This design comes from an exercise in tuning for small area, a short achievable clock period and few clock cycles on the open sky130 flow, not from production work. At most, simulation tests tie the RTL to the original design; equivalence was not proved. The RTL of run 6 was laid out without a check of its function. No activity file was given, so power comes from the tool's default toggle rates.

==> design/flow/design.v <==
module vm16_core (
    input  wire        clk,
    input  wire        rst,         
    output reg         mem_req,
    output reg         mem_we,
    output reg  [15:0] mem_addr,
    output wire [15:0] mem_wdata,
    input  wire [15:0] mem_rdata,
    input  wire        mem_ready,
    input  wire        in_valid,
    input  wire [7:0]  in_data,
    output reg         in_ready,
    output reg         out_valid,
    output reg  [7:0]  out_data,
    input  wire        out_ready,
    output wire        halted
);
    localparam [15:0] RESET_PC = 16'h3000;
    localparam [2:0] F_POS = 3'b001, F_ZRO = 3'b010, F_NEG = 3'b100;
    localparam [3:0] OP_BR   = 4'h0, OP_ADD = 4'h1, OP_LD  = 4'h2, OP_ST   = 4'h3,
                     OP_JSR  = 4'h4, OP_AND = 4'h5, OP_LDR = 4'h6, OP_STR  = 4'h7,
                     OP_RTI  = 4'h8, OP_NOT = 4'h9, OP_LDI = 4'hA, OP_STI  = 4'hB,
                     OP_JMP  = 4'hC, OP_RES = 4'hD, OP_LEA = 4'hE, OP_TRAP = 4'hF;
    localparam [3:0] S_FETCH   = 4'd0,   
                     S_RUN     = 4'd1,   
                     S_IND     = 4'd2,   
                     S_STR_RD  = 4'd3,   
                     S_STR_LO  = 4'd4,   
                     S_STR_HI  = 4'd5,   
                     S_IN_SP   = 4'd6,   
                     S_IN_WAIT = 4'd7,   
                     S_IN_ECHO = 4'd8,   
                     S_H_A     = 4'd9,   
                     S_H_L     = 4'd10,  
                     S_H_T     = 4'd11,  
                     S_H_NL    = 4'd12,  
                     S_HALTED  = 4'd13;
    reg [15:0] regs [0:7];
    reg [15:0] pc;        
    reg [2:0]  cond;
    reg [3:0]  state;
    reg [15:0] ir;        
    reg [15:0] addr;      
    reg        putsp;
    wire [3:0]  opcode = ir[15:12];
    wire [2:0]  dr     = ir[11:9];
    wire [2:0]  sr1    = ir[8:6];
    wire [15:0] imm5   = {{11{ir[4]}},  ir[4:0]};
    wire [15:0] off6   = {{10{ir[5]}},  ir[5:0]};
    wire [15:0] off9   = {{7{ir[8]}},   ir[8:0]};
    wire [15:0] off11  = {{5{ir[10]}},  ir[10:0]};
    wire [7:0]  vector = ir[7:0];
    wire run = (state == S_RUN);
    wire op_br   = opcode == OP_BR;
    wire op_add  = opcode == OP_ADD;
    wire op_ld   = opcode == OP_LD;
    wire op_st   = opcode == OP_ST;
    wire op_jsr  = opcode == OP_JSR;
    wire op_and  = opcode == OP_AND;
    wire op_ldr  = opcode == OP_LDR;
    wire op_str  = opcode == OP_STR;
    wire op_not  = opcode == OP_NOT;
    wire op_ldi  = opcode == OP_LDI;
    wire op_sti  = opcode == OP_STI;
    wire op_jmp  = opcode == OP_JMP;
    wire op_lea  = opcode == OP_LEA;
    wire op_trap = opcode == OP_TRAP;
    wire tr_getc  = op_trap & (vector == 8'h20);
    wire tr_out   = op_trap & (vector == 8'h21);
    wire tr_puts  = op_trap & (vector == 8'h22);
    wire tr_in    = op_trap & (vector == 8'h23);
    wire tr_putsp = op_trap & (vector == 8'h24);
    wire tr_halt  = op_trap & (vector == 8'h25);
    wire op_mem  = op_ld | op_st | op_ldr | op_str | op_ldi | op_sti;
    wire op_long = tr_puts | tr_putsp | tr_in | tr_halt;
    reg  [15:0] opa, opb;
    wire [15:0] r0_val = regs[0];
    wire [15:0] sum   = opa + opb;
    wire [15:0] ea    = opa + off6;
    wire [15:0] pcrel = pc + (op_jsr ? off11 : off9);
    wire taken = op_br & ((dr & cond) != 3'b000);
    reg  [15:0] run_addr;
    always @(*) begin
        if (op_ldr | op_str)
            run_addr = ea;
        else if (op_ld | op_st | op_ldi | op_sti | taken | (op_jsr & ir[11]))
            run_addr = pcrel;
        else if (op_jmp | op_jsr)
            run_addr = opa;
        else
            run_addr = pc;
    end
    wire use_addr = (state == S_IND) | (state == S_STR_RD) |
                    (state == S_STR_LO) | (state == S_STR_HI);
    wire [15:0] fetch_addr = run ? run_addr : pc;
    wire run_out = run & (tr_out | tr_in | tr_halt);
    wire run_in  = run & tr_getc;
    wire mem_done = mem_req & mem_ready;
    wire out_done = out_valid & out_ready;
    wire in_done  = in_ready & in_valid;
    wire hi_next = putsp & (ir[15:8] != 8'h00);
    assign mem_wdata = opb;
    assign halted    = (state == S_HALTED) | ((state == S_H_NL) & out_ready);
    always @(*) begin
        mem_req   = 1'b0;
        mem_we    = 1'b0;
        mem_addr  = use_addr ? addr : fetch_addr;
        in_ready  = 1'b0;
        out_valid = 1'b0;
        out_data  = r0_val[7:0];
        case (state)
            S_FETCH:   mem_req = 1'b1;
            S_RUN: begin
                mem_req   = ~op_long;
                mem_we    = op_st | op_str;
                in_ready  = tr_getc;
                out_valid = tr_out | tr_in | tr_halt;
                if (tr_in)   out_data = 8'h3E;  
                if (tr_halt) out_data = 8'h48;  
            end
            S_IND: begin
                mem_req = 1'b1;
                mem_we  = op_sti;
            end
            S_STR_RD:  mem_req = 1'b1;
            S_STR_LO: begin
                mem_req   = ~hi_next;
                out_valid = 1'b1;
                out_data  = ir[7:0];
            end
            S_STR_HI: begin
                mem_req   = 1'b1;
                out_valid = 1'b1;
                out_data  = ir[15:8];
            end
            S_IN_SP:   begin out_valid = 1'b1; out_data = 8'h20; end
            S_IN_WAIT: in_ready = 1'b1;
            S_IN_ECHO: begin mem_req = 1'b1; out_valid = 1'b1; end
            S_H_A:     begin out_valid = 1'b1; out_data = 8'h41; end
            S_H_L:     begin out_valid = 1'b1; out_data = 8'h4C; end
            S_H_T:     begin out_valid = 1'b1; out_data = 8'h54; end
            S_H_NL:    begin out_valid = 1'b1; out_data = 8'h0A; end
            default: ;
        endcase
    end
    wire stall = (run_out & ~out_ready) | (run_in & ~in_valid);
    reg        we;
    reg [2:0]  widx;
    reg [15:0] wdata;
    reg        setcc;
    always @(*) begin
        we    = 1'b0;
        widx  = dr;
        wdata = mem_rdata;
        setcc = 1'b0;
        if (run) begin
            case (opcode)
                OP_ADD: begin we = 1'b1; setcc = 1'b1; wdata = sum; end
                OP_AND: begin we = 1'b1; setcc = 1'b1; wdata = opa & opb; end
                OP_NOT: begin we = 1'b1; setcc = 1'b1; wdata = ~opa; end
                OP_LEA: begin we = 1'b1; setcc = 1'b1; wdata = pcrel; end
                OP_LD, OP_LDR: begin we = mem_ready; setcc = mem_ready; end
                OP_JSR: begin we = 1'b1; widx = 3'd7; wdata = pc; end
                OP_TRAP: if (tr_getc) begin
                    we = in_valid; widx = 3'd0; wdata = {8'h00, in_data};
                end
                default: ;
            endcase
        end else if (state == S_IND) begin
            we = op_ldi & mem_ready; setcc = op_ldi & mem_ready;
        end else if (state == S_IN_WAIT) begin
            we = in_valid; widx = 3'd0; wdata = {8'h00, in_data};
        end
    end
    wire [2:0] flags = (wdata == 16'h0000) ? F_ZRO : wdata[15] ? F_NEG : F_POS;
    wire fetch_cyc = (state == S_FETCH) | (state == S_IN_ECHO & out_ready) |
                     (run & ~op_mem & ~op_long & ~stall);
    wire [3:0]  nop    = mem_rdata[15:12];
    wire        nb_sr  = (nop == OP_ST) | (nop == OP_STR) | (nop == OP_STI);
    wire        nimm   = mem_rdata[5] & ((nop == OP_ADD) | (nop == OP_AND));
    wire [2:0]  na_idx = mem_rdata[8:6];
    wire [2:0]  nb_idx = nb_sr ? mem_rdata[11:9] : mem_rdata[2:0];
    wire [15:0] na_val = (we && widx == na_idx) ? wdata : regs[na_idx];
    wire [15:0] nb_val = nimm ? {{11{mem_rdata[4]}}, mem_rdata[4:0]} :
                         (we && widx == nb_idx) ? wdata : regs[nb_idx];
    integer i;
    always @(posedge clk) begin
        if (rst) begin
            for (i = 0; i < 8; i = i + 1)
                regs[i] <= 16'h0000;
            cond  <= 3'b000;
            pc    <= RESET_PC;
            state <= S_FETCH;
        end else begin
            if (we) regs[widx] <= wdata;
            if (setcc) cond <= flags;
            if (fetch_cyc) begin
                pc <= fetch_addr + {15'd0, mem_ready};
                if (mem_ready) begin
                    ir    <= mem_rdata;
                    opa   <= na_val;
                    opb   <= nb_val;
                    state <= S_RUN;
                end else begin
                    state <= S_FETCH;
                end
            end else begin
                case (state)
                    S_RUN: begin
                        if (op_mem) begin
                            addr <= mem_rdata;
                            if (mem_ready)
                                state <= (op_ldi | op_sti) ? S_IND : S_FETCH;
                        end else if (tr_puts | tr_putsp) begin
                            addr  <= r0_val;
                            putsp <= vector[2];
                            state <= S_STR_RD;
                        end else if (tr_in) begin
                            if (out_ready) state <= S_IN_SP;
                        end else if (tr_halt) begin
                            if (out_ready) state <= S_H_A;
                        end
                    end
                    S_IND: if (mem_ready) state <= S_FETCH;
                    S_STR_RD: if (mem_ready) begin
                        ir    <= mem_rdata;
                        addr  <= addr + 16'd1;
                        state <= (mem_rdata == 16'h0000) ? S_FETCH : S_STR_LO;
                    end
                    S_STR_LO, S_STR_HI: if (out_ready) begin
                        if (state == S_STR_LO && hi_next) begin
                            state <= S_STR_HI;
                        end else if (mem_ready) begin
                            ir    <= mem_rdata;
                            addr  <= addr + 16'd1;
                            state <= (mem_rdata == 16'h0000) ? S_FETCH : S_STR_LO;
                        end else begin
                            state <= S_STR_RD;
                        end
                    end
                    S_IN_SP:   if (out_ready) state <= S_IN_WAIT;
                    S_IN_WAIT: if (in_valid)  state <= S_IN_ECHO;
                    S_H_A:     if (out_ready) state <= S_H_L;
                    S_H_L:     if (out_ready) state <= S_H_T;
                    S_H_T:     if (out_ready) state <= S_H_NL;
                    S_H_NL:    if (out_ready) state <= S_HALTED;
                    S_IN_ECHO: ;   
                    S_HALTED:  ;
                    default:   state <= S_FETCH;
                endcase
            end
        end
    end
endmodule
==> design/flow/run.sh <==
#!/bin/bash
# synth_recipe.tcl (not shown) runs the flow's synth.tcl, then flattens the netlist and writes it again
# the make line also repeats each setting of config.mk as NAME=value (left out here)
make -C /OpenROAD-flow-scripts/flow DESIGN_CONFIG=/design/flow/config.mk WORK_HOME=/design/flow/orfs CLKGATE_MAP_FILE= SYNTH_SCRIPT=/design/flow/synth_recipe.tcl finish
==> design/flow/config.mk <==
export PLATFORM = sky130hd
export DESIGN_NAME = vm16_core
export DESIGN_NICKNAME = vm16_core
export VERILOG_FILES = /design/flow/design.v
export SDC_FILE = /design/flow/constraint.sdc
export NUM_CORES = 4
export LEC_CHECK = 0
export CAP_MARGIN = 20
export CORE_MARGIN = 2
export CORE_UTILIZATION = 40
export SLEW_MARGIN = 20
==> design/flow/constraint.sdc <==
create_clock -name core_clock -period 8.0 [get_ports {clk}]
set_input_delay 1.6000 -clock core_clock [delete_from_list [all_inputs] [get_ports {clk}]]
set_output_delay 1.6000 -clock core_clock [all_outputs]
set_load 0.01 [all_outputs]
==> results of run 1 <==
[state kept, by name, indices dropped and copies added (netlist names)]
name and cells:
state 4, pc 16, cond 3, putsp 1, addr 16, ir 16, regs 128, opb 16
opa 16
[per-stage QoR]
step                std cells   util  power [mW]  worst slack (ps)  hold slack (ps)
floorplan                1622      -        1.83              2640              454
detailed placement       2142  0.441        2.13              1750              473
global placement         2142  0.441        2.12              1810              459
global route             2188  0.462        3.38               855              494
finish                   2188  0.462        3.28              1150              482
CTS                      2188  0.462        3.27              1180              482
[worst max-delay path, cell delays in order, from the launching register on]
cell,delay [ps]
edfxtp_1,950
nor4b_2,390
mux2_2,500
ha_1,400
a21o_1,220
a2111o_1,400
a31oi_1,210
nor2_1,110
o211ai_1,320
a21oi_1,110
o221ai_1,350
nor2_1,70
nor2_1,120
clkdlybuf4s50_1,560
[area by class of cell]
type	count	area, µm²
Tap cell	518	648
Fill cell	3662	20900
Inverter	19	71.3
Timing Repair Buffer	110	998
Sequential cell	216	6260
Clock inverter	16	163
Multi-Input combinational cell	1279	9140
Clock buffer	30	654
[cell usage in the layout (no fill, tap or decap), types with 8 or more instances in the layout]
cell type        instances
nand2_1                164
a31oi_1                 18
xnor2_1                 34
nor2b_1                 24
or2_2                    9
o21a_1                  10
o221ai_1                 8
dfxtp_1                 23
o21ai_0                 96
clkbuf_16               25
a22oi_1                  8
nand4_1                 10
o22ai_1                 15
o211ai_1                12
ha_1                    51
nand3_1                 38
a21o_1                  19
a21oi_1                111
clkdlybuf4s50_1         71
a211oi_1                37
buf_4                   37
inv_1                   17
or3_1                    9
mux2_2                  27
nand2b_1                15
mux2i_1                 48
xor2_1                  23
o31ai_1                 10
nor3_1                  20
nor2_1                 237
nor4_1                   8
edfxtp_1               193
mux4_2                  64
and3_1                  16
clkinv_1                 8
[path summary, 6_finish.rpt]
check	from	to	slack (ps)	cells after the start
max	ir[14]$_DFFE_PP_	mem_addr[15]	1150	13
min	cond[1]$_SDFFE_PP0P_	cond[1]$_SDFFE_PP0P_	480	2
max reg2reg	ir[12]$_DFFE_PP_	regs[7][0]$_SDFFCE_PN0P_	2630	9
min reg2reg	cond[1]$_SDFFE_PP0P_	cond[1]$_SDFFE_PP0P_	480	2
[power by group through the flow]
stage	Clock (mW)	Combinational (mW)	Sequential [mW]
floorplan	0	0.490	1.34
CTS	1.16	0.746	1.37
detailed placement	0	0.741	1.39
global route	1.20	0.806	1.37
finish	1.15	0.757	1.37
global placement	0	0.737	1.39
[kinds of logic (layout without fill, tap and decap cells)]
family | Yosys count | after routing | share of synthesized area
simple gates | 587 | 587 | 0.171
compound gates | 437 | 437 | 0.181
flops | 216 | 216 | 0.395
mux | 144 | 144 | 0.144
buf+inv | 127 | 175 | 0.0329
xor+xnor | 57 | 57 | 0.0315
fa+ha+maj | 54 | 54 | 0.0441
[metal layers]
| metal | routed length (µm) | track usage |
|---|---|---|
| met5 | 13 | 0 |
| met4 | 3190 | 0.133 |
| met3 | 5050 | 0.0348 |
| met2 | 28400 | 0.479 |
| met1 | 23600 | 0.374 |
==> results_dict.tcl, run 1 <==
set metrics [dict create \
    endpoint_kind "output pin" \
    antennaDiodeCount 0 \
    dpl.hpwl_mm 44.2 \
    drc_errors 0 \
    p_leak_nw 6.46 \
    critPathLaunchType "register" \
    powerDensity_mw_per_mm2 183 \
    grt_usage 0.287 \
    first_pass_iters 8 \
    skew_ps 25.0 \
    internal_power_mw 2.27 \
    period_minus_slack_ps 6850 \
    rsz0062_at_grt "no" \
    drt_wl_total_mm 60.2 \
    holdBufCountCts 0 \
    ys_seq_elements 216 \
    synth_nets 1705 \
    post_drt_wl_per_cell_um 27.5 \
    syn_area_mm2 0.0158 \
    start_util 0.408 \
    die_height_um 203 \
    clock_latency_ps 560 \
    run_status "no timing/DRC/antenna violations" \
    grt_pass1_wl_mm 88.3 \
    cts_buffers 25 \
    path_class "reg2out" \
    cts.sinks 216 \
    synth.most_common_cell "nor2_1" \
    worst_pin_slew_ps 1110 \
    max_slew_margin 0.261 \
    clk_pin_slew_ps 60 \
    combPwrFrac 0.231 \
    fp.dieArea_mm2 0.0412 \
    synthesis.instances 1622 \
    htree_levels 1 \
    grt_pass1_vias 13459 \
    num_vias 14126 \
    clock_power_share 0.350 \
    postLayoutCellArea_mm2 0.0179 \
    fmax_mhz 146 \
    ys_async_sr_fraction 0 \
    io_pins 74 \
    grt_overflow 0 \
    cap_violations 0 \
    seqPwrFrac 0.419 \
    first_iter_violations 1559 \
    die-width_um 203 \
    ys.warnings.count 1 \
    timing.final.hold_violations 0 \
    ys.flop_type "edfxtp_1" \
    antenna_found_initial 1 \
    arrival_ps 5250 \
    synth_top_area_share 0.366 \
    grt_max_degree 40 \
    syn2layout_area_growth_pct 13.2 \
    max-vdd-ir-drop_mv 0.166 \
    post_cts_buffers 0 \
    clock_path_buffers 3 \
    drive_gt1_frac 0.130 \
    synth.area.top_cells "edfxtp_1, mux4_2, nor2_1" \
    synth_cell_types 90 \
    postPlaceCellArea_mm2 0.0171 \
    placementRows 72 \
    syn_area_per_cell_um2 9.77 \
    coreArea_mm2 0.0388 \
    sw_frac_of_total 0.306 \
    drv_slew 0 \
    ys_seq_area_frac 0.395 \
    path_max_fanout 26 \
    place_congestion 1.00 \
    cts_resized 0 \
    hold_path.class "reg2reg" \
    post-route-period-util 0.856 \
    tns_ps 0 \
    ant_nets 0 \
    finalSetupViolCount 0 \
    yosysTopAreaCell "edfxtp_1" \
    viasPerCell 6.46 \
    io_buffers 73 \
    switching_power_mw 1.00 \
    synth_edf_count 193 \
    required_ps 6400 \
    cts_tree "done" \
    root_buffer "clkbuf_16" \
    nets 1734 \
    yosys-top-cells-count "nor2_1, edfxtp_1, nand2_1, a21oi_1, o21ai_0" \
]
Testbench counts, summed over its fixed seeds: cycles 151,879.
==> inputs of run 2 (changes only) <==
--- a/design/flow/design.v
+++ b/design/flow/design.v
@@ -40,30 +40,24 @@
     reg [2:0]  cond;
     reg [3:0]  state;
     reg [15:0] ir;        
-    reg [15:0] addr;      
     reg        putsp;
+    reg [15:0] opa, opb;
+    reg        d_ea;      
+    reg        d_pcrel;   
+    reg        d_br;      
+    reg        d_opa;     
+    reg        d_jsr;     
     wire [3:0]  opcode = ir[15:12];
     wire [2:0]  dr     = ir[11:9];
-    wire [2:0]  sr1    = ir[8:6];
-    wire [15:0] imm5   = {{11{ir[4]}},  ir[4:0]};
     wire [15:0] off6   = {{10{ir[5]}},  ir[5:0]};
     wire [15:0] off9   = {{7{ir[8]}},   ir[8:0]};
     wire [15:0] off11  = {{5{ir[10]}},  ir[10:0]};
     wire [7:0]  vector = ir[7:0];
     wire run = (state == S_RUN);
-    wire op_br   = opcode == OP_BR;
-    wire op_add  = opcode == OP_ADD;
-    wire op_ld   = opcode == OP_LD;
     wire op_st   = opcode == OP_ST;
-    wire op_jsr  = opcode == OP_JSR;
-    wire op_and  = opcode == OP_AND;
-    wire op_ldr  = opcode == OP_LDR;
     wire op_str  = opcode == OP_STR;
-    wire op_not  = opcode == OP_NOT;
     wire op_ldi  = opcode == OP_LDI;
     wire op_sti  = opcode == OP_STI;
-    wire op_jmp  = opcode == OP_JMP;
-    wire op_lea  = opcode == OP_LEA;
     wire op_trap = opcode == OP_TRAP;
     wire tr_getc  = op_trap & (vector == 8'h20);
     wire tr_out   = op_trap & (vector == 8'h21);
@@ -71,40 +65,33 @@
     wire tr_in    = op_trap & (vector == 8'h23);
     wire tr_putsp = op_trap & (vector == 8'h24);
     wire tr_halt  = op_trap & (vector == 8'h25);
-    wire op_mem  = op_ld | op_st | op_ldr | op_str | op_ldi | op_sti;
+    wire op_mem  = d_ea | (d_pcrel & ~d_jsr);
     wire op_long = tr_puts | tr_putsp | tr_in | tr_halt;
-    reg  [15:0] opa, opb;
     wire [15:0] r0_val = regs[0];
     wire [15:0] sum   = opa + opb;
     wire [15:0] ea    = opa + off6;
-    wire [15:0] pcrel = pc + (op_jsr ? off11 : off9);
-    wire taken = op_br & ((dr & cond) != 3'b000);
-    reg  [15:0] run_addr;
+    wire [15:0] pcrel = pc + (d_jsr ? off11 : off9);
+    wire taken = d_br & ((dr & cond) != 3'b000);
+    wire use_opa = (state == S_IND) | (state == S_STR_RD) |
+                   (state == S_STR_LO) | (state == S_STR_HI);
     always @(*) begin
-        if (op_ldr | op_str)
-            run_addr = ea;
-        else if (op_ld | op_st | op_ldi | op_sti | taken | (op_jsr & ir[11]))
-            run_addr = pcrel;
-        else if (op_jmp | op_jsr)
-            run_addr = opa;
+        if (run & d_ea)
+            mem_addr = ea;
+        else if (run & (d_pcrel | taken))
+            mem_addr = pcrel;
+        else if ((run & d_opa) | use_opa)
+            mem_addr = opa;
         else
-            run_addr = pc;
-    end
-    wire use_addr = (state == S_IND) | (state == S_STR_RD) |
-                    (state == S_STR_LO) | (state == S_STR_HI);
-    wire [15:0] fetch_addr = run ? run_addr : pc;
+            mem_addr = pc;
+    end
     wire run_out = run & (tr_out | tr_in | tr_halt);
     wire run_in  = run & tr_getc;
-    wire mem_done = mem_req & mem_ready;
-    wire out_done = out_valid & out_ready;
-    wire in_done  = in_ready & in_valid;
     wire hi_next = putsp & (ir[15:8] != 8'h00);
     assign mem_wdata = opb;
     assign halted    = (state == S_HALTED) | ((state == S_H_NL) & out_ready);
     always @(*) begin
         mem_req   = 1'b0;
         mem_we    = 1'b0;
-        mem_addr  = use_addr ? addr : fetch_addr;
         in_ready  = 1'b0;
         out_valid = 1'b0;
         out_data  = r0_val[7:0];
@@ -183,6 +170,7 @@
     wire [15:0] na_val = (we && widx == na_idx) ? wdata : regs[na_idx];
     wire [15:0] nb_val = nimm ? {{11{mem_rdata[4]}}, mem_rdata[4:0]} :
                          (we && widx == nb_idx) ? wdata : regs[nb_idx];
+    wire [15:0] opa_inc = opa + 16'd1;
     integer i;
     always @(posedge clk) begin
         if (rst) begin
@@ -195,12 +183,18 @@
             if (we) regs[widx] <= wdata;
             if (setcc) cond <= flags;
             if (fetch_cyc) begin
-                pc <= fetch_addr + {15'd0, mem_ready};
+                pc <= mem_addr + {15'd0, mem_ready};
                 if (mem_ready) begin
-                    ir    <= mem_rdata;
-                    opa   <= na_val;
-                    opb   <= nb_val;
-                    state <= S_RUN;
+                    ir      <= mem_rdata;
+                    opa     <= na_val;
+                    opb     <= nb_val;
+                    d_ea    <= (nop == OP_LDR) | (nop == OP_STR);
+                    d_pcrel <= (nop == OP_LD) | (nop == OP_ST) | (nop == OP_LDI) |
+                               (nop == OP_STI) | ((nop == OP_JSR) & mem_rdata[11]);
+                    d_br    <= (nop == OP_BR);
+                    d_opa   <= (nop == OP_JMP) | ((nop == OP_JSR) & ~mem_rdata[11]);
+                    d_jsr   <= (nop == OP_JSR);
+                    state   <= S_RUN;
                 end else begin
                     state <= S_FETCH;
                 end
@@ -208,11 +202,12 @@
                 case (state)
                     S_RUN: begin
                         if (op_mem) begin
-                            addr <= mem_rdata;
-                            if (mem_ready)
+                            if (mem_ready) begin
+                                opa   <= mem_rdata;
                                 state <= (op_ldi | op_sti) ? S_IND : S_FETCH;
+                            end
                         end else if (tr_puts | tr_putsp) begin
-                            addr  <= r0_val;
+                            opa   <= r0_val;
                             putsp <= vector[2];
                             state <= S_STR_RD;
                         end else if (tr_in) begin
@@ -224,7 +219,7 @@
                     S_IND: if (mem_ready) state <= S_FETCH;
                     S_STR_RD: if (mem_ready) begin
                         ir    <= mem_rdata;
-                        addr  <= addr + 16'd1;
+                        opa   <= opa_inc;
                         state <= (mem_rdata == 16'h0000) ? S_FETCH : S_STR_LO;
                     end
                     S_STR_LO, S_STR_HI: if (out_ready) begin
@@ -232,7 +227,7 @@
                             state <= S_STR_HI;
                         end else if (mem_ready) begin
                             ir    <= mem_rdata;
-                            addr  <= addr + 16'd1;
+                            opa   <= opa_inc;
                             state <= (mem_rdata == 16'h0000) ? S_FETCH : S_STR_LO;
                         end else begin
                             state <= S_STR_RD;
--- a/design/flow/config.mk
+++ b/design/flow/config.mk
@@ -5,7 +5,9 @@
 export SDC_FILE = /design/flow/constraint.sdc
 export NUM_CORES = 4
 export LEC_CHECK = 0
+export ABC_CLOCK_PERIOD_IN_PS = 4000
 export CAP_MARGIN = 20
 export CORE_MARGIN = 2
 export CORE_UTILIZATION = 40
+export SETUP_SLACK_MARGIN = 3.6
 export SLEW_MARGIN = 20
==> run 2 against run 1 <==
  * Still clean
  * Combinational power rose by 61%
  * Final cell count rose by 7.7%
  * Flip-flop and latch count fell by 11
  * Area after synthesis fell by 1.6%
  * First-iteration DRC count rose by 2.7%
  * Clock skew rose by 1.9 ps
  * Power rose by 15%
  * Global-route usage fell by 0.15 points
  * Hold slack improved by 12 ps
  * Critical endpoint unchanged
  * Largest power group unchanged
==> results_dict.tcl, run 2 <==
set metrics [dict create \
    rsz0062_at_grt "yes" \
    r2r-start "ir[0]$_DFFE_PP_" \
    die-width_um 201 \
    synth_nets 1665 \
    critPathMaxStageDelay_ps 460 \
    synth.most_common_cell "nor2_1" \
    first_iter_violations 1601 \
    dpl.hpwl_mm 39.6 \
    period_minus_slack_ps 4970 \
    utilization 0.534 \
    drive_gt1_frac 0.331 \
    skew_ps 26.9 \
    timing.hold.ws_ps 494 \
    max-vdd-ir-drop_mv 0.165 \
    synth_cell_types 102 \
    ys_seq_elements 205 \
    io_pins 74 \
    cts_buffers 25 \
    grt_pass1_wl_mm 89.4 \
    cts_tree "done" \
    place_congestion 0.973 \
    worst-path-buf-inv 2 \
    synth.area.top_cells "edfxtp_1, mux4_2, nor2_1" \
    max_slew_margin 0.273 \
    antenna_found_initial 0 \
    drv_slew 0 \
    post-route-period-util 0.622 \
    final_cell_mix "nor2_1, edfxtp_1, buf_4" \
    run_status "no timing/DRC/antenna violations" \
    ant_nets 0 \
    synth_edf_count 182 \
    ys_async_sr_fraction 0 \
    yosys-top-cells-count "nor2_1, edfxtp_1, nand2_1, a21oi_1, o21ai_0" \
    yosysTopAreaCell "edfxtp_1" \
    met3_usage 0.0465 \
    arrival_ps 3370 \
    critPathLaunchType "register" \
    clock_latency_ps 570 \
    hold_path_end "cond[1]$_SDFFE_PP0P_" \
    use_met1 0.375 \
    use_met2 0.475 \
    timing.final.hold_violations 0 \
    coreArea_mm2 0.0386 \
    required_ps 6400 \
    worst_pin_slew_ps 1090 \
    holdBufCountCts 0 \
    grt_overflow 0 \
    drc_errors 0 \
    crit_family "compound AO/OA/AOI/OAI gates" \
    syn_area_per_cell_um2 9.84 \
    top_usage_layer "met2" \
    die_height_um 201 \
    powerDensity_mw_per_mm2 183 \
    io_buffers 73 \
    dp.cells 2097 \
    htree_levels 1 \
    clk_pin_slew_ps 60 \
    path_cells "buf_4 -> ha_1 -> a21o_4 -> a2111o_1 -> a31o_2 -> a31o_1 -> a21oi_2 -> xor3_1 -> nand2_1 -> a22o_1 -> buf_2" \
    cts.sinks 205 \
    ff2ff_path_depth 30 \
    synthesis.instances 1584 \
    slowest_stage "edfxtp_1" \
    num_vias 14960 \
    finalSetupViolCount 0 \
    drt_wl_total_mm 61.0 \
    worstHoldStart "cond[1]$_SDFFE_PP0P_" \
    path_class "reg2out" \
    viasPerCell 6.35 \
    ys_seq_area_frac 0.380 \
    fmax_mhz 201 \
    final_common_cell "nor2_1" \
    first_pass_iters 7 \
    syn2layout_area_growth_pct 32.1 \
    nets 1901 \
    ys.flop_type "edfxtp_1" \
    largest_register_ffs 128 \
    ys.warnings.count 1 \
    grt_pass1_vias 14615 \
    post_drt_wl_per_cell_um 25.9 \
    root_buffer "clkbuf_16" \
    r2r_slack_ps 3290 \
    start_util 0.404 \
    regMostFlops "regs" \
    layout.cells.non_filler 2357 \
    timing.rr.end "pc[10]$_SDFFE_PP0N_" \
    tns_ps 0 \
    synth_top_area_share 0.351 \
    fp.dieArea_mm2 0.0406 \
    clock_path_buffers 3 \
    placementRows 72 \
    endpoint_kind "output pin" \
    hold_path.class "reg2reg" \
    grt_usage 0.286 \
    syn_area_mm2 0.0156 \
    cap_violations 0 \
    grt_max_degree 49 \
    p_leak_nw 7.87 \
    hold_depth 2 \
    path_max_fanout 4 \
]
[run 2: changes by cell type after synthesis, moves of 9 or more]
cell	change
nor2_1	-20
a211oi_1	-18
edfxtp_1	-11
nand2_1	-11
nor2b_1	-11
mux2_2	+10
a21oi_1	-9
o211ai_1	+9
[run 2: how the worst max path moves through the flow]
| stage | start | end | slack, ps | cells past startpoint |
|---|---|---|---|---|
| floorplan | ir[1]$_DFFE_PP_ | mem_addr[14] | 3600 | 10 |
| global placement | ir[0]$_DFFE_PP_ | mem_addr[14] | 2270 | 11 |
| detailed placement | ir[0]$_DFFE_PP_ | mem_addr[14] | 2260 | 11 |
| CTS | ir[10]$_DFFE_PP_ | mem_addr[15] | 2980 | 12 |
| global route | ir[7]$_DFFE_PP_ | mem_addr[14] | 2970 | 11 |
| finish | ir[6]$_DFFE_PP_ | mem_addr[15] | 3030 | 11 |
[run 2: cell families after synthesis]
kind of cell | count (synthesis) | synth area share
AOI/OAI and AO/OA | 420 | 0.183
xor gates and xnor gates | 59 | 0.0341
adders and majority gates | 52 | 0.0432
buffers and inverters | 137 | 0.0354
DFF | 205 | 0.380
muxes | 163 | 0.160
and+or+nand+nor | 548 | 0.164
[run 2: metal layers]
layer | share of wire | routed length [µm] | vias to the layer above
li1 | - | - | 6531
met1 | 0.40 | 24500 | 7396
met2 | 0.47 | 28800 | 836
met3 | 0.082 | 4990 | 197
met4 | 0.045 | 2740 | 0
met5 | 0 | 0 | -
[run 2: stage by stage]
step                total power [mW]  cell area (µm²)  worst slack, ps
finish                          3.76            20600             3030
global route                    3.88            20600             2970
CTS                             3.61            19800             2980
detailed placement              2.13            16900             2260
global placement                2.12            16800             2270
floorplan                       1.85            15600             3600
[run 2: cell type report]
cell class | instances | area [µm²]
Sequential cell | 205 | 5940
Inverter | 23 | 86.3
Clock inverter | 14 | 216
Multi-Input combinational cell | 1242 | 10100
Tap cell | 518 | 648
Fill cell | 3383 | 18000
Antenna cell | 1 | 2.50
Timing Repair Buffer | 323 | 2960
Clock buffer | 31 | 648
[run 2: power breakdown]
part	switching (mW)	total, mW	leakage (nW)	internal, mW
logic	0.625	1.22	5.44	0.593
registers	0.0766	1.30	2.03	1.23
clock network	0.500	1.24	0.405	0.740
total	1.20	3.76	7.87	2.56
[run 2: tightest hold or removal path, cell delays in order, from the launching register on]
cell	delay [ps]
dfxtp_1	320
inv_1	50
o32ai_1	80
[run 2: timing repair]
item / 4_1_cts / 5_1_grt
setup buffers: 167 / 43
setup endpoints to repair: 174 / 83
pin swaps: 81 / 61
resized for setup: 285 / 133
gates cloned: 4 / 0
Testbench counts of run 2, summed over its fixed seeds: cycles 151,879.
==> inputs of run 3 (changes only) <==
--- a/design/flow/config.mk
+++ b/design/flow/config.mk
@@ -9,5 +9,6 @@
 export CAP_MARGIN = 20
 export CORE_MARGIN = 2
 export CORE_UTILIZATION = 40
-export SETUP_SLACK_MARGIN = 3.6
+export SETUP_SLACK_MARGIN = 3.3
 export SLEW_MARGIN = 20
+export TNS_END_PERCENT = 20
==> run 3 against run 2 <==
  * Non-clock buffer count fell by 117
  * Worst setup slack got worse by 58 ps
  * Critical path depth did not move
  * Critical path type unchanged
  * Still clean on timing, DRC and antenna
  * Highest routed layer unchanged
  * Synthesized cell count did not move
==> results_dict.tcl, run 3 <==
set metrics [dict create \
    drc_errors 0 \
    drv_slew 0 \
    grt_pass1_vias 13947 \
    synth_nets 1665 \
    run_status "no timing/DRC/antenna violations" \
    final_common_cell "nor2_1" \
    root_buffer "clkbuf_16" \
    synth.area.top_cells "edfxtp_1, mux4_2, nor2_1" \
    ys.warnings.count 1 \
    regMostFlops "regs" \
    cts.sinks 205 \
    yosysTopAreaCell "edfxtp_1" \
    first_pass_iters 6 \
    worst_pin_slew_ps 1060 \
    antennaDiodeCount 0 \
    cap_violations 0 \
    start_util 0.404 \
    hold_path.class "reg2reg" \
    nets 1784 \
    num_vias 14219 \
    clk_pin_slew_ps 60 \
    max_slew_margin 0.293 \
    power_mw 3.52 \
    layout.cells.non_filler 2239 \
    die-width_um 201 \
    die_height_um 201 \
    htree_levels 1 \
    max-vdd-ir-drop_mv 0.163 \
    viasPerCell 6.35 \
    p_leak_nw 7.06 \
    period_minus_slack_ps 5030 \
    io_pins 74 \
    place_congestion 0.973 \
    path_class "reg2out" \
    postPlaceCellArea_mm2 0.0169 \
    cts_buffers 25 \
    post-route-period-util 0.629 \
    clock_path_buffers 3 \
    final_cell_mix "nor2_1, edfxtp_1, nand2_1" \
    grt_max_degree 49 \
    dp.cells 2097 \
    fmax_mhz 199 \
    critPathLaunchType "register" \
    powerDensity_mw_per_mm2 185 \
    path_max_fanout 5 \
    coreArea_mm2 0.0386 \
    fp.dieArea_mm2 0.0406 \
    synth_top_area_share 0.351 \
    rsz0062_at_grt "yes" \
    finalSetupViolCount 0 \
    synth.most_common_cell "nor2_1" \
    utilization 0.492 \
    ant_nets 0 \
    drive_gt1_frac 0.238 \
    endpoint_kind "output pin" \
    num-fill-cells 3613 \
    clock_latency_ps 570 \
    synth_cell_types 102 \
    ys.flop_type "edfxtp_1" \
    cts_tree "done" \
    post_drt_wl_per_cell_um 25.3 \
    dpl.hpwl_mm 39.6 \
    largest_register_ffs 128 \
    placementRows 72 \
    required_ps 6400 \
    first_iter_violations 1400 \
    antenna_found_initial 0 \
    syn_area_per_cell_um2 9.84 \
    syn_area_mm2 0.0156 \
    ys_seq_area_frac 0.380 \
    grt_usage 0.274 \
    tns_ps 0 \
    synth_edf_count 182 \
    grt_overflow 0 \
    ys_async_sr_fraction 0 \
    postLayoutCellArea_mm2 0.0190 \
    timing.final.hold_violations 0 \
    io_buffers 73 \
    synthesis.instances 1584 \
    yosys-top-cells-count "nor2_1, edfxtp_1, nand2_1, a21oi_1, o21ai_0" \
    grt_pass1_wl_mm 85.6 \
    syn2layout_area_growth_pct 21.8 \
    arrival_ps 3430 \
    holdBufCountCts 0 \
    drt_wl_total_mm 56.6 \
    ys_seq_elements 205 \
    skew_ps 23.3 \
]
==> run 3: cell counts after synthesis <==
No cell type changed its count.
==> run 3: cell families after synthesis <==
kind of cell               Yosys count  synth area share
buffers and inverters              137            0.0354
DFF                                205             0.380
AOI/OAI and AO/OA                  420             0.183
and+or+nand+nor                    548             0.164
adders and majority gates           52            0.0432
muxes                              163             0.160
xor gates and xnor gates            59            0.0341
==> run 3: routing by layer <==
| layer | vias up | GRT usage | wire length [µm] |
|---|---|---|---|
| met5 | - | 0 | 0 |
| met1 | 7004 | 0.370 | 23300 |
| met4 | 0 | 0.0982 | 2360 |
| li1 | 6299 | - | - |
| met3 | 162 | 0.0392 | 4570 |
| met2 | 754 | 0.449 | 26400 |
==> run 3: critical path: stages (launching register included) <==
cell,delay [ps]
edfxtp_1,470
buf_6,170
ha_4,250
a21o_4,240
a2111o_1,410
a31o_2,240
a31o_1,180
a21oi_2,130
xor3_1,350
nand2_1,90
a22o_1,190
buf_2,150
==> run 3: worst paths after layout <==
check                       start                    to  slack (ps)  cells after the start
min reg2reg  cond[1]$_SDFFE_PP0P_  cond[1]$_SDFFE_PP0P_         480                      2
max reg2reg    pc[0]$_SDFFE_PP0N_     opb[12]$_DFFE_PP_        3010                     28
min          cond[1]$_SDFFE_PP0P_  cond[1]$_SDFFE_PP0P_         480                      2
max               ir[7]$_DFFE_PP_          mem_addr[15]        2970                     11
==> run 3: area by class of cell <==
type	instances	area, µm²	area share
clock buffers	31	648	0.0341
clock inverters	14	216	0.0114
flip-flops and latches	205	5930	0.312
well taps	518	648	0.0341
repair buffers	206	1780	0.0939
multi-input cells	1242	9670	0.510
inverters	23	86.3	0.00455
==> run 3: power breakdown <==
group / total [mW] / internal (mW) / switching [mW]
clock network: 1.23 / 0.740 / 0.492
logic: 0.982 / 0.443 / 0.539
registers: 1.30 / 1.23 / 0.0739
total: 3.52 / 2.41 / 1.11
==> run 3: what timing repair did <==
| item | in CTS | in global routing |
|---|---|---|
| gates resized for setup | 151 | 5 |
| setup endpoints to repair | 172 | 164 |
| setup buffers | 91 | 5 |
| pin swaps | 48 | 1 |
| cloned | 1 | 0 |
==> run 3: metrics by stage <==
| step | hold WS, ps | setup slack (ps) |
|---|---|---|
| 2_1_floorplan | 454 | 3600 |
| 3_3_place_gp | 462 | 2270 |
| 3_5_place_dp | 469 | 2260 |
| 4_1_cts | 478 | 2980 |
| 5_1_grt | 518 | 2850 |
| 6_report | 485 | 2970 |
==> inputs of run 4 (changes only) <==
==> design/flow/config.mk (replaced) <==
export PLATFORM = sky130hd
export DESIGN_NAME = vm16_core
export DESIGN_NICKNAME = vm16_core
export VERILOG_FILES = /design/flow/design.v
export SDC_FILE = /design/flow/constraint.sdc
export NUM_CORES = 4
export LEC_CHECK = 0
export ABC_CLOCK_PERIOD_IN_PS = 3500
export CAP_MARGIN = 20
export CORE_MARGIN = 2
export CORE_UTILIZATION = 40
export SETUP_SLACK_MARGIN = 4.0
export SLEW_MARGIN = 20
export TNS_END_PERCENT = 0
==> run 4 against run 3 <==
  * Still clean
  * Register-to-register slack got worse by 60 ps
  * Flip-flop and latch count unchanged
  * Via count decreased by 1.4%
  * Sequential power about the same
==> results_dict.tcl, run 4 <==
set metrics [dict create \
    start_util 0.404 \
    skew_ps 15.8 \
    grt_pass1_vias 13559 \
    grt_usage 0.270 \
    required_ps 6400 \
    grt_max_degree 49 \
    io_buffers 73 \
    die_height_um 201 \
    dpl.hpwl_mm 39.7 \
    grt_pass1_wl_mm 84.4 \
    ys_async_sr_fraction 0 \
    worst-path-buf-inv 4 \
    place_congestion 1.02 \
    first_pass_iters 6 \
    num_vias 14025 \
    holdBufCountCts 0 \
    r2r_slack_ps 2950 \
    crit_family "buffers and inverters" \
    first_iter_violations 1316 \
    nets 1751 \
    path_max_fanout 32 \
    io_pins 74 \
    coreArea_mm2 0.0386 \
    cap_violations 0 \
    fp.dieArea_mm2 0.0406 \
    period_minus_slack_ps 5150 \
    crit_start "state[3]$_SDFFE_PP0P_" \
    critPathLaunchType "register" \
    tns_ps 0 \
    placementRows 72 \
    postPlaceCellArea_mm2 0.0169 \
    htree_levels 1 \
    path_class "reg2out" \
    cts_buffers 25 \
    syn_area_per_cell_um2 9.84 \
    synth.area.top_cells "edfxtp_1, mux4_2, nor2_1" \
    path_cells "buf_4 -> or4b_4 -> buf_4 -> a211o_4 -> nor4_1 -> a221oi_2 -> inv_1 -> clkdlybuf4s50_1" \
    rsz0062_at_grt "yes" \
    endpoint_kind "output pin" \
    cts_tree "done" \
    viasPerCell 6.35 \
    synthesis.instances 1584 \
    hold_path.class "reg2reg" \
    syn_area_mm2 0.0156 \
    clk_pin_slew_ps 60 \
    final_cell_mix "nor2_1, edfxtp_1, nand2_1" \
    ys_seq_area_frac 0.380 \
    synth.most_common_cell "nor2_1" \
    synth_cell_types 102 \
    die-width_um 201 \
    drv_slew 0 \
    worst_pin_slew_ps 1150 \
    p_leak_nw 6.88 \
    post-route-period-util 0.644 \
    clock_latency_ps 570 \
    post_drt_wl_per_cell_um 25.4 \
    regMostFlops "regs" \
    yosysTopAreaCell "edfxtp_1" \
    timing.final.hold_violations 0 \
    drt_wl_total_mm 56.1 \
    crit_top_cell "buf_4" \
    synth_nets 1665 \
    syn2layout_area_growth_pct 18.8 \
    final_common_cell "nor2_1" \
    drc_errors 0 \
    synth_top_area_share 0.351 \
    clock_path_buffers 3 \
    run_status "no timing/DRC/antenna violations" \
    ys.warnings.count 1 \
    slowest_stage "or4b_4" \
    max-vdd-ir-drop_mv 0.183 \
    largest_register_ffs 128 \
    ys.flop_type "edfxtp_1" \
    fmax_mhz 194 \
    root_buffer "clkbuf_16" \
    cts.sinks 205 \
    ys_seq_elements 205 \
    drive_gt1_frac 0.207 \
    antenna_found_initial 1 \
    power_mw 3.50 \
    finalSetupViolCount 0 \
    grt_overflow 0 \
    timing.rr.end "opb[12]$_DFFE_PP_" \
    crit_cells 8 \
    critPathMaxStageDelay_ps 590 \
    powerDensity_mw_per_mm2 189 \
    ant_nets 0 \
    num-fill-cells 3632 \
    postLayoutCellArea_mm2 0.0185 \
    arrival_ps 3550 \
    r2r-start "ir[5]$_DFFE_PP_" \
    timing.hold.ws_ps 491 \
    yosys-top-cells-count "nor2_1, edfxtp_1, nand2_1, a21oi_1, o21ai_0" \
    max_slew_margin 0.235 \
    ff2ff_path_depth 27 \
    crit_end "mem_addr[3]" \
    synth_edf_count 182 \
]
run 4: power by group:
| group | switching (mW) | internal (mW) |
|---|---|---|
| sequential | 0.0760 | 1.23 |
| combinational | 0.527 | 0.410 |
| clock | 0.508 | 0.749 |
| total | 1.11 | 2.39 |
run 4: how the worst min path moves through the flow:
stage	startpoint	to	slack (ps)	cells after the start
3_3_place_gp	cond[1]$_SDFFE_PP0P_	cond[1]$_SDFFE_PP0P_	460	2
3_5_place_dp	cond[1]$_SDFFE_PP0P_	cond[1]$_SDFFE_PP0P_	470	2
5_1_grt	cond[1]$_SDFFE_PP0P_	cond[1]$_SDFFE_PP0P_	520	2
2_1_floorplan	cond[1]$_SDFFE_PP0P_	cond[1]$_SDFFE_PP0P_	450	2
6_report	cond[1]$_SDFFE_PP0P_	cond[1]$_SDFFE_PP0P_	490	2
4_1_cts	cond[1]$_SDFFE_PP0P_	cond[1]$_SDFFE_PP0P_	480	2
run 4: worst register-to-register path, delay by kind of cell (launching register included):
| family | cells | cell delay (ps) |
|---|---|---|
| buffers and inverters | 17 | 2130 |
| AO/OA/AOI/OAI | 6 | 1260 |
| flip-flops | 1 | 450 |
| multiplexers | 1 | 370 |
| AND/OR/NAND/NOR | 1 | 320 |
| adder cells (fa/ha/maj) | 1 | 240 |
| XOR/XNOR | 1 | 130 |
run 4: kinds of logic after synthesis:
| group | count (synthesis) | share of synthesized area |
|---|---|---|
| simple gates | 548 | 0.164 |
| compound gates | 420 | 0.183 |
| flops | 205 | 0.380 |
| mux | 163 | 0.160 |
| buf+inv | 137 | 0.0354 |
| xor+xnor | 59 | 0.0341 |
| fa+ha+maj | 52 | 0.0432 |
run 4: cell type report:
| type | instances | area [µm²] | area share |
|---|---|---|---|
| flip-flops and latches | 205 | 5930 | 0.320 |
| diodes | 1 | 2.50 | 0.000135 |
| clock buffers | 29 | 651 | 0.0351 |
| inverters | 23 | 86.3 | 0.00466 |
| multi-input cells | 1242 | 9490 | 0.513 |
| clock inverters | 17 | 235 | 0.0127 |
| repair buffers | 173 | 1470 | 0.0792 |
| well taps | 518 | 648 | 0.0350 |
run 4: metrics by stage:
stage	setup WS (ps)	instances	utilization
2_1_floorplan	3810	1584	-
3_3_place_gp	2510	2097	0.437
3_5_place_dp	2460	2097	0.437
4_1_cts	2960	2206	0.479
5_1_grt	2720	2207	0.480
6_report	2850	2208	0.480
run 4: per-layer routing:
metal / routed length (µm) / up-vias / share of wire / global-route usage
met2: 25700 / 784 / 0.46 / 0.434
li1: - / 6239 / - / -
met4: 2640 / 0 / 0.047 / 0.115
met3: 5070 / 167 / 0.090 / 0.0458
met5: 0 / - / 0 / 0
met1: 22700 / 6835 / 0.40 / 0.362
run 4: timing repair:
action / 4_1_cts / 5_1_grt
buffers inserted: 63 / 1
setup endpoints to repair: 250 / 323
pin swaps: 27 / 0
gates cloned: 0 / 0
gates resized for setup: 65 / 10
==> inputs of run 5 (changes only) <==
==> design/flow/config.mk (replaced) <==
export PLATFORM = sky130hd
export DESIGN_NAME = vm16_core
export DESIGN_NICKNAME = vm16_core
export VERILOG_FILES = /design/flow/design.v
export SDC_FILE = /design/flow/constraint.sdc
export NUM_CORES = 4
export LEC_CHECK = 0
export ABC_CLOCK_PERIOD_IN_PS = 4000
export CAP_MARGIN = 20
export CORE_MARGIN = 2
export CORE_UTILIZATION = 40
export SETUP_SLACK_MARGIN = 3.6
export SLEW_MARGIN = 20
export TNS_END_PERCENT = 0
==> run 5 against run 4 <==
  * Largest cell class unchanged
  * Largest power group unchanged
  * Critical endpoint is now mem_addr[15]
  * Synthesized cell count unchanged
  * Via count rose by 0.17%
  * Design area increased by 0.52%
  * Global-route usage is essentially flat
  * Core utilization is 0.25 points higher
  * Worst setup slack improved by 120 ps
==> results_dict.tcl, run 5 <==
set metrics [dict create \
    first_pass_iters 6 \
    first_iter_violations 1256 \
    antenna_found_initial 0 \
    r2r-start "ir[5]$_DFFE_PP_" \
    coreArea_mm2 0.0386 \
    largest_register_ffs 128 \
    layout_setup_ws_ps 2970 \
    ys_async_sr_fraction 0 \
    yosys-top-cells-count "nor2_1, edfxtp_1, nand2_1, a21oi_1, o21ai_0" \
    path_cells "buf_4 -> ha_1 -> a21oi_2 -> o221ai_2 -> a311oi_2 -> buf_4 -> o31ai_4 -> a21o_1 -> a21oi_1 -> xnor2_1 -> a22o_1 -> buf_2" \
    crit_top_cell "buf_4" \
    run_status "no timing/DRC/antenna violations" \
    synth.most_common_cell "nor2_1" \
    p_leak_nw 6.87 \
    io_pins 74 \
    grt_pass1_vias 13776 \
    num-fill-cells 3674 \
    grt_overflow 0 \
    synth_cell_types 102 \
    drive_gt1_frac 0.212 \
    hold_depth 2 \
    synth_top_area_share 0.351 \
    fp.dieArea_mm2 0.0406 \
    timing.final.hold_violations 0 \
    critPathLaunchType "register" \
    root_buffer "clkbuf_16" \
    dpl.hpwl_mm 39.6 \
    die-width_um 201 \
    cap_violations 0 \
    arrival_ps 3430 \
    hold_path_end "cond[1]$_SDFFE_PP0P_" \
    start_util 0.404 \
    ff2ff_path_depth 26 \
    cts_tree "done" \
    ys.flop_type "edfxtp_1" \
    worst_pin_slew_ps 1060 \
    power_mw 3.48 \
    final_cell_mix "nor2_1, edfxtp_1, nand2_1" \
    utilization 0.483 \
    antennaDiodeCount 0 \
    drc_errors 0 \
    pre_cts_slack_ps 2260 \
    worstHoldStart "cond[1]$_SDFFE_PP0P_" \
    critPathMaxStageDelay_ps 490 \
    clk_pin_slew_ps 60 \
    syn_area_per_cell_um2 9.84 \
    die_height_um 201 \
    slowest_stage "edfxtp_1" \
    crit_family "compound AO/OA/AOI/OAI gates" \
    r2r_slack_ps 3110 \
    path_class "reg2out" \
    path_max_fanout 4 \
    post_drt_wl_per_cell_um 25.3 \
    clock_path_buffers 3 \
    clock_latency_ps 570 \
    regMostFlops "regs" \
    hold_path.class "reg2reg" \
    nets 1754 \
    syn_area_mm2 0.0156 \
    max-vdd-ir-drop_mv 0.163 \
    htree_levels 1 \
    final_common_cell "nor2_1" \
    cts.sinks 205 \
    synth_edf_count 182 \
    ys.warnings.count 1 \
    num_vias 14049 \
    syn2layout_area_growth_pct 19.4 \
    viasPerCell 6.36 \
    worst-path-buf-inv 3 \
    grt_usage 0.270 \
    synth.area.top_cells "edfxtp_1, mux4_2, nor2_1" \
    holdBufCountCts 0 \
    post-route-period-util 0.628 \
    required_ps 6400 \
    rsz0062_at_grt "yes" \
    endpoint_kind "output pin" \
    tns_ps 0 \
    drv_slew 0 \
    placementRows 72 \
    timing.rr.end "opb[12]$_DFFE_PP_" \
    ant_nets 0 \
    place_congestion 0.973 \
    cts_buffers 25 \
    ys_seq_area_frac 0.380 \
    finalSetupViolCount 0 \
    powerDensity_mw_per_mm2 187 \
    max_slew_margin 0.290 \
    timing.hold.ws_ps 484 \
    period_minus_slack_ps 5030 \
    io_buffers 73 \
    grt_max_degree 49 \
    skew_ps 21.1 \
    drt_wl_total_mm 56.0 \
    yosysTopAreaCell "edfxtp_1" \
    synth_nets 1665 \
    fmax_mhz 199 \
    synthesis.instances 1584 \
    ys_seq_elements 205 \
    grt_pass1_wl_mm 84.5 \
]
==> run 5: layout make-up <==
type	count	area [µm²]	share of cell area
multi-input cells	1242	9570	0.514
clock buffers	31	648	0.0348
flip-flops and latches	205	5930	0.319
repair buffers	176	1510	0.0811
inverters	23	86.3	0.00464
clock inverters	14	216	0.0116
well taps	518	648	0.0348
==> run 5: per-stage QoR <==
step | cell area, µm² | instances
after CTS | 18600 | 2208
after global placement | 16800 | 2097
after detailed placement | 16900 | 2097
final | 18600 | 2209
after global routing | 18600 | 2209
after floorplan | 15600 | 1584
==> run 5: cells by family after synthesis <==
kind of cell / count (synthesis) / synth area share
simple gates: 548 / 0.164
buf+inv: 137 / 0.0354
flops: 205 / 0.380
fa+ha+maj: 52 / 0.0432
xor+xnor: 59 / 0.0341
compound gates: 420 / 0.183
mux: 163 / 0.160
==> run 5: per-layer routing <==
layer | up-vias | GRT usage | share of wire
met1 | 6899 | 0.364 | 0.41
met3 | 132 | 0.0389 | 0.082
met4 | 0 | 0.0914 | 0.037
met2 | 766 | 0.446 | 0.47
met5 | - | 0 | 0
li1 | 6252 | - | -
==> run 5: repair_timing <==
| item | 4_1_cts | 5_1_grt |
|---|---|---|
| pin swaps | 28 | 3 |
| endpoints found under the hold margin | 0 | 0 |
| endpoints found under the setup margin | 174 | 230 |
| resized for setup | 80 | 10 |
| setup buffers | 66 | 1 |
==> run 5: how the worst max path moves through the flow <==
stage	start	to	slack (ps)	cells after the start
after floorplan	ir[1]$_DFFE_PP_	mem_addr[14]	3600	10
final	ir[5]$_DFFE_PP_	mem_addr[15]	2970	12
after global placement	ir[0]$_DFFE_PP_	mem_addr[14]	2270	11
after CTS	ir[10]$_DFFE_PP_	mem_addr[15]	2980	12
after detailed placement	ir[0]$_DFFE_PP_	mem_addr[14]	2260	11
after global routing	ir[4]$_DFFE_PP_	out_data[2]	2870	11
==> run 5: worst min-delay path, cell delays in order (launching register included) <==
cell and delay (ps):
dfxtp_1 310, inv_1 50, o32ai_1 80
==> run 5: power by group <==
part	leakage [nW]	switching (mW)	internal [mW]
combinational	4.44	0.528	0.417
sequential	2.02	0.0728	1.23
clock	0.405	0.493	0.740
==> inputs of run 6 (changes only) <==
--- a/design/flow/design.v
+++ b/design/flow/design.v
@@ -42,19 +42,20 @@
     reg [15:0] ir;        
     reg        putsp;
     reg [15:0] opa, opb;
+    reg        ea_c;
+    reg [15:0] tgt;       
     reg        d_ea;      
     reg        d_pcrel;   
     reg        d_br;      
     reg        d_opa;     
-    reg        d_jsr;     
     wire [3:0]  opcode = ir[15:12];
     wire [2:0]  dr     = ir[11:9];
-    wire [15:0] off6   = {{10{ir[5]}},  ir[5:0]};
-    wire [15:0] off9   = {{7{ir[8]}},   ir[8:0]};
-    wire [15:0] off11  = {{5{ir[10]}},  ir[10:0]};
     wire [7:0]  vector = ir[7:0];
     wire run = (state == S_RUN);
+    wire op_ld   = opcode == OP_LD;
     wire op_st   = opcode == OP_ST;
+    wire op_jsr  = opcode == OP_JSR;
+    wire op_ldr  = opcode == OP_LDR;
     wire op_str  = opcode == OP_STR;
     wire op_ldi  = opcode == OP_LDI;
     wire op_sti  = opcode == OP_STI;
@@ -65,12 +66,20 @@
     wire tr_in    = op_trap & (vector == 8'h23);
     wire tr_putsp = op_trap & (vector == 8'h24);
     wire tr_halt  = op_trap & (vector == 8'h25);
-    wire op_mem  = d_ea | (d_pcrel & ~d_jsr);
+    wire op_mem  = op_ld | op_st | op_ldr | op_str | op_ldi | op_sti;
     wire op_long = tr_puts | tr_putsp | tr_in | tr_halt;
     wire [15:0] r0_val = regs[0];
-    wire [15:0] sum   = opa + opb;
-    wire [15:0] ea    = opa + off6;
-    wire [15:0] pcrel = pc + (d_jsr ? off11 : off9);
+    wire [15:0] sum = opa + opb;
+    reg  [9:0] base_p1, base_m1;
+    integer k;
+    always @(*) begin
+        for (k = 0; k < 10; k = k + 1) begin
+            base_p1[k] = opa[6+k] ^  (&(opa[15:6] |  ({10{1'b1}} << k)));
+            base_m1[k] = opa[6+k] ^ ~(|(opa[15:6] &  ~({10{1'b1}} << k)));
+        end
+    end
+    wire [9:0]  ea_hi = (ea_c == ir[5]) ? opa[15:6] : ea_c ? base_p1 : base_m1;
+    wire [15:0] ea    = {ea_hi, opa[5:0]};
     wire taken = d_br & ((dr & cond) != 3'b000);
     wire use_opa = (state == S_IND) | (state == S_STR_RD) |
                    (state == S_STR_LO) | (state == S_STR_HI);
@@ -78,7 +87,7 @@
         if (run & d_ea)
             mem_addr = ea;
         else if (run & (d_pcrel | taken))
-            mem_addr = pcrel;
+            mem_addr = tgt;
         else if ((run & d_opa) | use_opa)
             mem_addr = opa;
         else
@@ -145,18 +154,18 @@
                 OP_ADD: begin we = 1'b1; setcc = 1'b1; wdata = sum; end
                 OP_AND: begin we = 1'b1; setcc = 1'b1; wdata = opa & opb; end
                 OP_NOT: begin we = 1'b1; setcc = 1'b1; wdata = ~opa; end
-                OP_LEA: begin we = 1'b1; setcc = 1'b1; wdata = pcrel; end
-                OP_LD, OP_LDR: begin we = mem_ready; setcc = mem_ready; end
+                OP_LEA: begin we = 1'b1; setcc = 1'b1; wdata = tgt; end
+                OP_LD, OP_LDR: begin we = 1'b1; setcc = 1'b1; end
                 OP_JSR: begin we = 1'b1; widx = 3'd7; wdata = pc; end
                 OP_TRAP: if (tr_getc) begin
-                    we = in_valid; widx = 3'd0; wdata = {8'h00, in_data};
+                    we = 1'b1; widx = 3'd0; wdata = {8'h00, in_data};
                 end
                 default: ;
             endcase
         end else if (state == S_IND) begin
-            we = op_ldi & mem_ready; setcc = op_ldi & mem_ready;
+            we = op_ldi; setcc = op_ldi;
         end else if (state == S_IN_WAIT) begin
-            we = in_valid; widx = 3'd0; wdata = {8'h00, in_data};
+            we = 1'b1; widx = 3'd0; wdata = {8'h00, in_data};
         end
     end
     wire [2:0] flags = (wdata == 16'h0000) ? F_ZRO : wdata[15] ? F_NEG : F_POS;
@@ -165,11 +174,17 @@
     wire [3:0]  nop    = mem_rdata[15:12];
     wire        nb_sr  = (nop == OP_ST) | (nop == OP_STR) | (nop == OP_STI);
     wire        nimm   = mem_rdata[5] & ((nop == OP_ADD) | (nop == OP_AND));
+    wire        n_ea   = (nop == OP_LDR) | (nop == OP_STR);
+    wire        n_jsr  = (nop == OP_JSR);
     wire [2:0]  na_idx = mem_rdata[8:6];
     wire [2:0]  nb_idx = nb_sr ? mem_rdata[11:9] : mem_rdata[2:0];
     wire [15:0] na_val = (we && widx == na_idx) ? wdata : regs[na_idx];
     wire [15:0] nb_val = nimm ? {{11{mem_rdata[4]}}, mem_rdata[4:0]} :
                          (we && widx == nb_idx) ? wdata : regs[nb_idx];
+    wire [6:0]  n_lo   = {1'b0, na_val[5:0]} + {1'b0, mem_rdata[5:0]};
+    wire [15:0] n_off  = n_jsr ? {{5{mem_rdata[10]}}, mem_rdata[10:0]}
+                               : {{7{mem_rdata[8]}},  mem_rdata[8:0]};
+    wire [16:0] n_tgt  = {mem_addr, 1'b1} + {n_off, 1'b1};
     wire [15:0] opa_inc = opa + 16'd1;
     integer i;
     always @(posedge clk) begin
@@ -186,14 +201,15 @@
                 pc <= mem_addr + {15'd0, mem_ready};
                 if (mem_ready) begin
                     ir      <= mem_rdata;
-                    opa     <= na_val;
+                    opa     <= n_ea ? {na_val[15:6], n_lo[5:0]} : na_val;
+                    ea_c    <= n_lo[6];
                     opb     <= nb_val;
-                    d_ea    <= (nop == OP_LDR) | (nop == OP_STR);
+                    tgt     <= n_tgt[16:1];
+                    d_ea    <= n_ea;
                     d_pcrel <= (nop == OP_LD) | (nop == OP_ST) | (nop == OP_LDI) |
-                               (nop == OP_STI) | ((nop == OP_JSR) & mem_rdata[11]);
+                               (nop == OP_STI) | (n_jsr & mem_rdata[11]);
                     d_br    <= (nop == OP_BR);
-                    d_opa   <= (nop == OP_JMP) | ((nop == OP_JSR) & ~mem_rdata[11]);
-                    d_jsr   <= (nop == OP_JSR);
+                    d_opa   <= (nop == OP_JMP) | (n_jsr & ~mem_rdata[11]);
                     state   <= S_RUN;
                 end else begin
                     state <= S_FETCH;
==> design/flow/config.mk (replaced) <==
export PLATFORM = sky130hd
export DESIGN_NAME = vm16_core
export DESIGN_NICKNAME = vm16_core
export VERILOG_FILES = /design/flow/design.v
export SDC_FILE = /design/flow/constraint.sdc
export NUM_CORES = 4
export LEC_CHECK = 0
export CAP_MARGIN = 20
export CORE_MARGIN = 2
export CORE_UTILIZATION = 40
export SETUP_SLACK_MARGIN = 4.0
export SLEW_MARGIN = 20
export TNS_END_PERCENT = 0
==> run 6 against run 5 <==
  * Clock power fell by 3%
  * Worst setup slack improved by 520 ps
  * First-iteration DRC count rose by 45%
  * Design area is 6.1% higher
  * Core utilization increased by 1.5 points
==> results_dict.tcl, run 6 <==
set metrics [dict create \
    viasPerCell 6.40 \
    synth.area.top_cells "edfxtp_1, mux4_2, nor2_1" \
    largest_register_ffs 128 \
    first_pass_iters 6 \
    post_drt_wl_per_cell_um 26.3 \
    pre_cts_slack_ps 2150 \
    final_common_cell "edfxtp_1" \
    syn_area_per_cell_um2 9.78 \
    die_height_um 204 \
    post-route-period-util 0.564 \
    ys.warnings.count 1 \
    path_max_fanout 15 \
    clock_path_buffers 3 \
    p_leak_nw 7.41 \
    worst_pin_slew_ps 1040 \
    rsz0062_at_grt "yes" \
    clk_pin_slew_ps 60 \
    num-fill-cells 3648 \
    ys.flop_type "edfxtp_1" \
    cts_buffers 26 \
    cap_violations 0 \
    htree_levels 1 \
    start_util 0.404 \
    period_minus_slack_ps 4510 \
    cts.sinks 221 \
    ant_nets 0 \
    finalSetupViolCount 0 \
    syn_area_mm2 0.0160 \
    grt_max_degree 43 \
    critPathMaxStageDelay_ps 580 \
    max_slew_margin 0.303 \
    coreArea_mm2 0.0396 \
    timing.hold.ws_ps 470 \
    grt_overflow 0 \
    hold_path.class "reg2reg" \
    yosys-top-cells-count "nor2_1, edfxtp_1, nand2_1, o21ai_0, a21oi_1" \
    max-vdd-ir-drop_mv 0.170 \
    synth_top_area_share 0.371 \
    nets 1848 \
    utilization 0.498 \
    holdBufCountCts 0 \
    synth_nets 1709 \
    syn2layout_area_growth_pct 23.3 \
    io_buffers 73 \
    synthesis.instances 1637 \
    synth.most_common_cell "nor2_1" \
    cts_tree "done" \
    required_ps 6400 \
    place_congestion 0.936 \
    placementRows 73 \
    drv_slew 0 \
    worst-path-buf-inv 3 \
    slowest_stage "or4b_4" \
    regArea_mm2 0.00641 \
    ys_seq_elements 221 \
    layout_setup_ws_ps 3490 \
    clock_latency_ps 570 \
    dpl.hpwl_mm 40.9 \
    crit_family "compound AO/OA/AOI/OAI gates" \
    synth_edf_count 198 \
    run_status "no timing/DRC/antenna violations" \
    path_cells "or4b_4 -> buf_12 -> a211o_4 -> o21a_1 -> a22oi_2 -> inv_1 -> dlygate4sd2_1" \
    first_iter_violations 1818 \
    regMostFlops "regs" \
    final_cell_mix "edfxtp_1, nor2_1, nand2_1" \
    drt_wl_total_mm 60.9 \
    critPathLaunchType "register" \
    power_mw 3.72 \
    fp.dieArea_mm2 0.0416 \
    drive_gt1_frac 0.235 \
    drc_errors 0 \
    tns_ps 0 \
    endpoint_kind "output pin" \
    grt_pass1_wl_mm 90.2 \
    arrival_ps 2910 \
    powerDensity_mw_per_mm2 188 \
    timing.final.hold_violations 0 \
    fmax_mhz 222 \
    antennaDiodeCount 0 \
    antenna_found_initial 1 \
    path_class "reg2out" \
    yosysTopAreaCell "edfxtp_1" \
    grt_usage 0.287 \
    num_vias 14826 \
    synth_cell_types 89 \
    grt_pass1_vias 14284 \
    ys_seq_area_frac 0.400 \
    multi_input_area_mm2 0.00954 \
    skew_ps 7.99 \
    io_pins 74 \
    die-width_um 204 \
    ys_async_sr_fraction 0 \
    root_buffer "clkbuf_16" \
]
run 6: cell types whose count changed in the layout (fill, tap and decap cells not counted), moves of 11 or more:
cell	delta
buf_4	+49
edfxtp_1	+16
a21o_1	-12
nor2_1	-20
clkdlybuf4s50_1	-24
dlygate4sd2_1	+11
inv_1	+19
run 6: final cells by class:
cell class | instances | share of cell area
timing repair buffer | 237 | 0.108
sequential | 221 | 0.325
tap | 525 | 0.0333
clock buffer | 26 | 0.0330
clock inverter | 17 | 0.00906
multi-input combinational | 1244 | 0.483
inverter | 46 | 0.00875
run 6: what timing repair did:
| action | 4_1_cts | 5_1_grt |
|---|---|---|
| cloned | 7 | 1 |
| pin swaps | 30 | 21 |
| buffers inserted | 88 | 27 |
| gates resized for setup | 151 | 53 |
| setup endpoints to repair | 295 | 194 |
run 6: worst min-delay path: cells and delay by family (launching register included):
family / cells / cell delay (ps)
DFF: 1 / 320
AOI/OAI and AO/OA: 1 / 50
and+or+nand+nor: 1 / 60
run 6: cell families after synthesis:
family / count (synthesis) / synth area share
xor+xnor: 58 / 0.0326
mux: 150 / 0.146
buf+inv: 175 / 0.0436
simple gates: 573 / 0.173
fa+ha+maj: 43 / 0.0350
flops: 221 / 0.400
compound gates: 417 / 0.170
run 6: layer usage:
layer | track usage | part of all wire | up-vias
met2 | 0.458 | 0.46 | 879
li1 | - | - | 6492
met5 | 0 | 0.00018 | -
met4 | 0.106 | 0.041 | 2
met1 | 0.399 | 0.41 | 7300
met3 | 0.0408 | 0.095 | 153
run 6: per-stage QoR:
step                      instance area, µm²  cells
after floorplan                        16000   1637
after global placement                 17300   2149
after detailed placement               17300   2149
after CTS                              19400   2287
after global routing                   19700   2316
final                                  19700   2316
run 6: worst paths after layout:
check | endpoint | from | depth (start not counted) | slack [ps]
setup / recovery | mem_addr[8] | state[1]$_SDFFE_PP0P_ | 7 | 3490
hold / removal | pc[0]$_SDFFE_PP0N_ | pc[0]$_SDFFE_PP0N_ | 2 | 470
setup reg to reg | tgt[15]$_DFFE_PP_ | state[1]$_SDFFE_PP0P_ | 18 | 3560
hold reg to reg | pc[0]$_SDFFE_PP0N_ | pc[0]$_SDFFE_PP0N_ | 2 | 470
run 6: power breakdown:
part	switching [mW]	total (mW)	internal, mW	leakage (nW)
clock	0.504	1.19	0.685	0.405
combinational	0.612	1.09	0.482	4.84
sequential	0.0812	1.44	1.36	2.17
total	1.20	3.72	2.52	7.41

separate check: timing with driven ports:
Ports are ideal in the flow. The routed layouts listed here were re-timed in OpenROAD.
Step 1, drivers: a clkbuf_16 drives clk and a buf_2 each remaining input, both assumed.
Step 2, shift: input delay + t, output delay - t, t = (earliest + latest rising clock arrival at the registers) / 2. This alone moves slack from input paths to output paths.
Three values: no drivers, after step 1, after step 2; two values: the first two.
run	t, ns	slack for setup (ns)	worst data-port slew with drivers (ns)	cell pins on the clock port's net
run 1	0.599	1.150 / 1.098 / 1.696	0.04	1
run 2	0.615	3.026 / 2.972 / 3.214	0.08	1
run 3	0.613	2.968 / 2.915 / 2.475	0.08	1
run 4	0.617	2.852 / 2.800 / 2.452	0.07	1
run 5	0.611	2.973 / 2.920 / 2.436	0.08	1
run 6	0.616	3.489 / 3.438 / 2.966	0.05	1
After both steps every run listed still meets setup and hold. For run 5, which loses most, drivers alone change the setup slack by -0.053 ns; drivers and shift together by -0.537 ns.
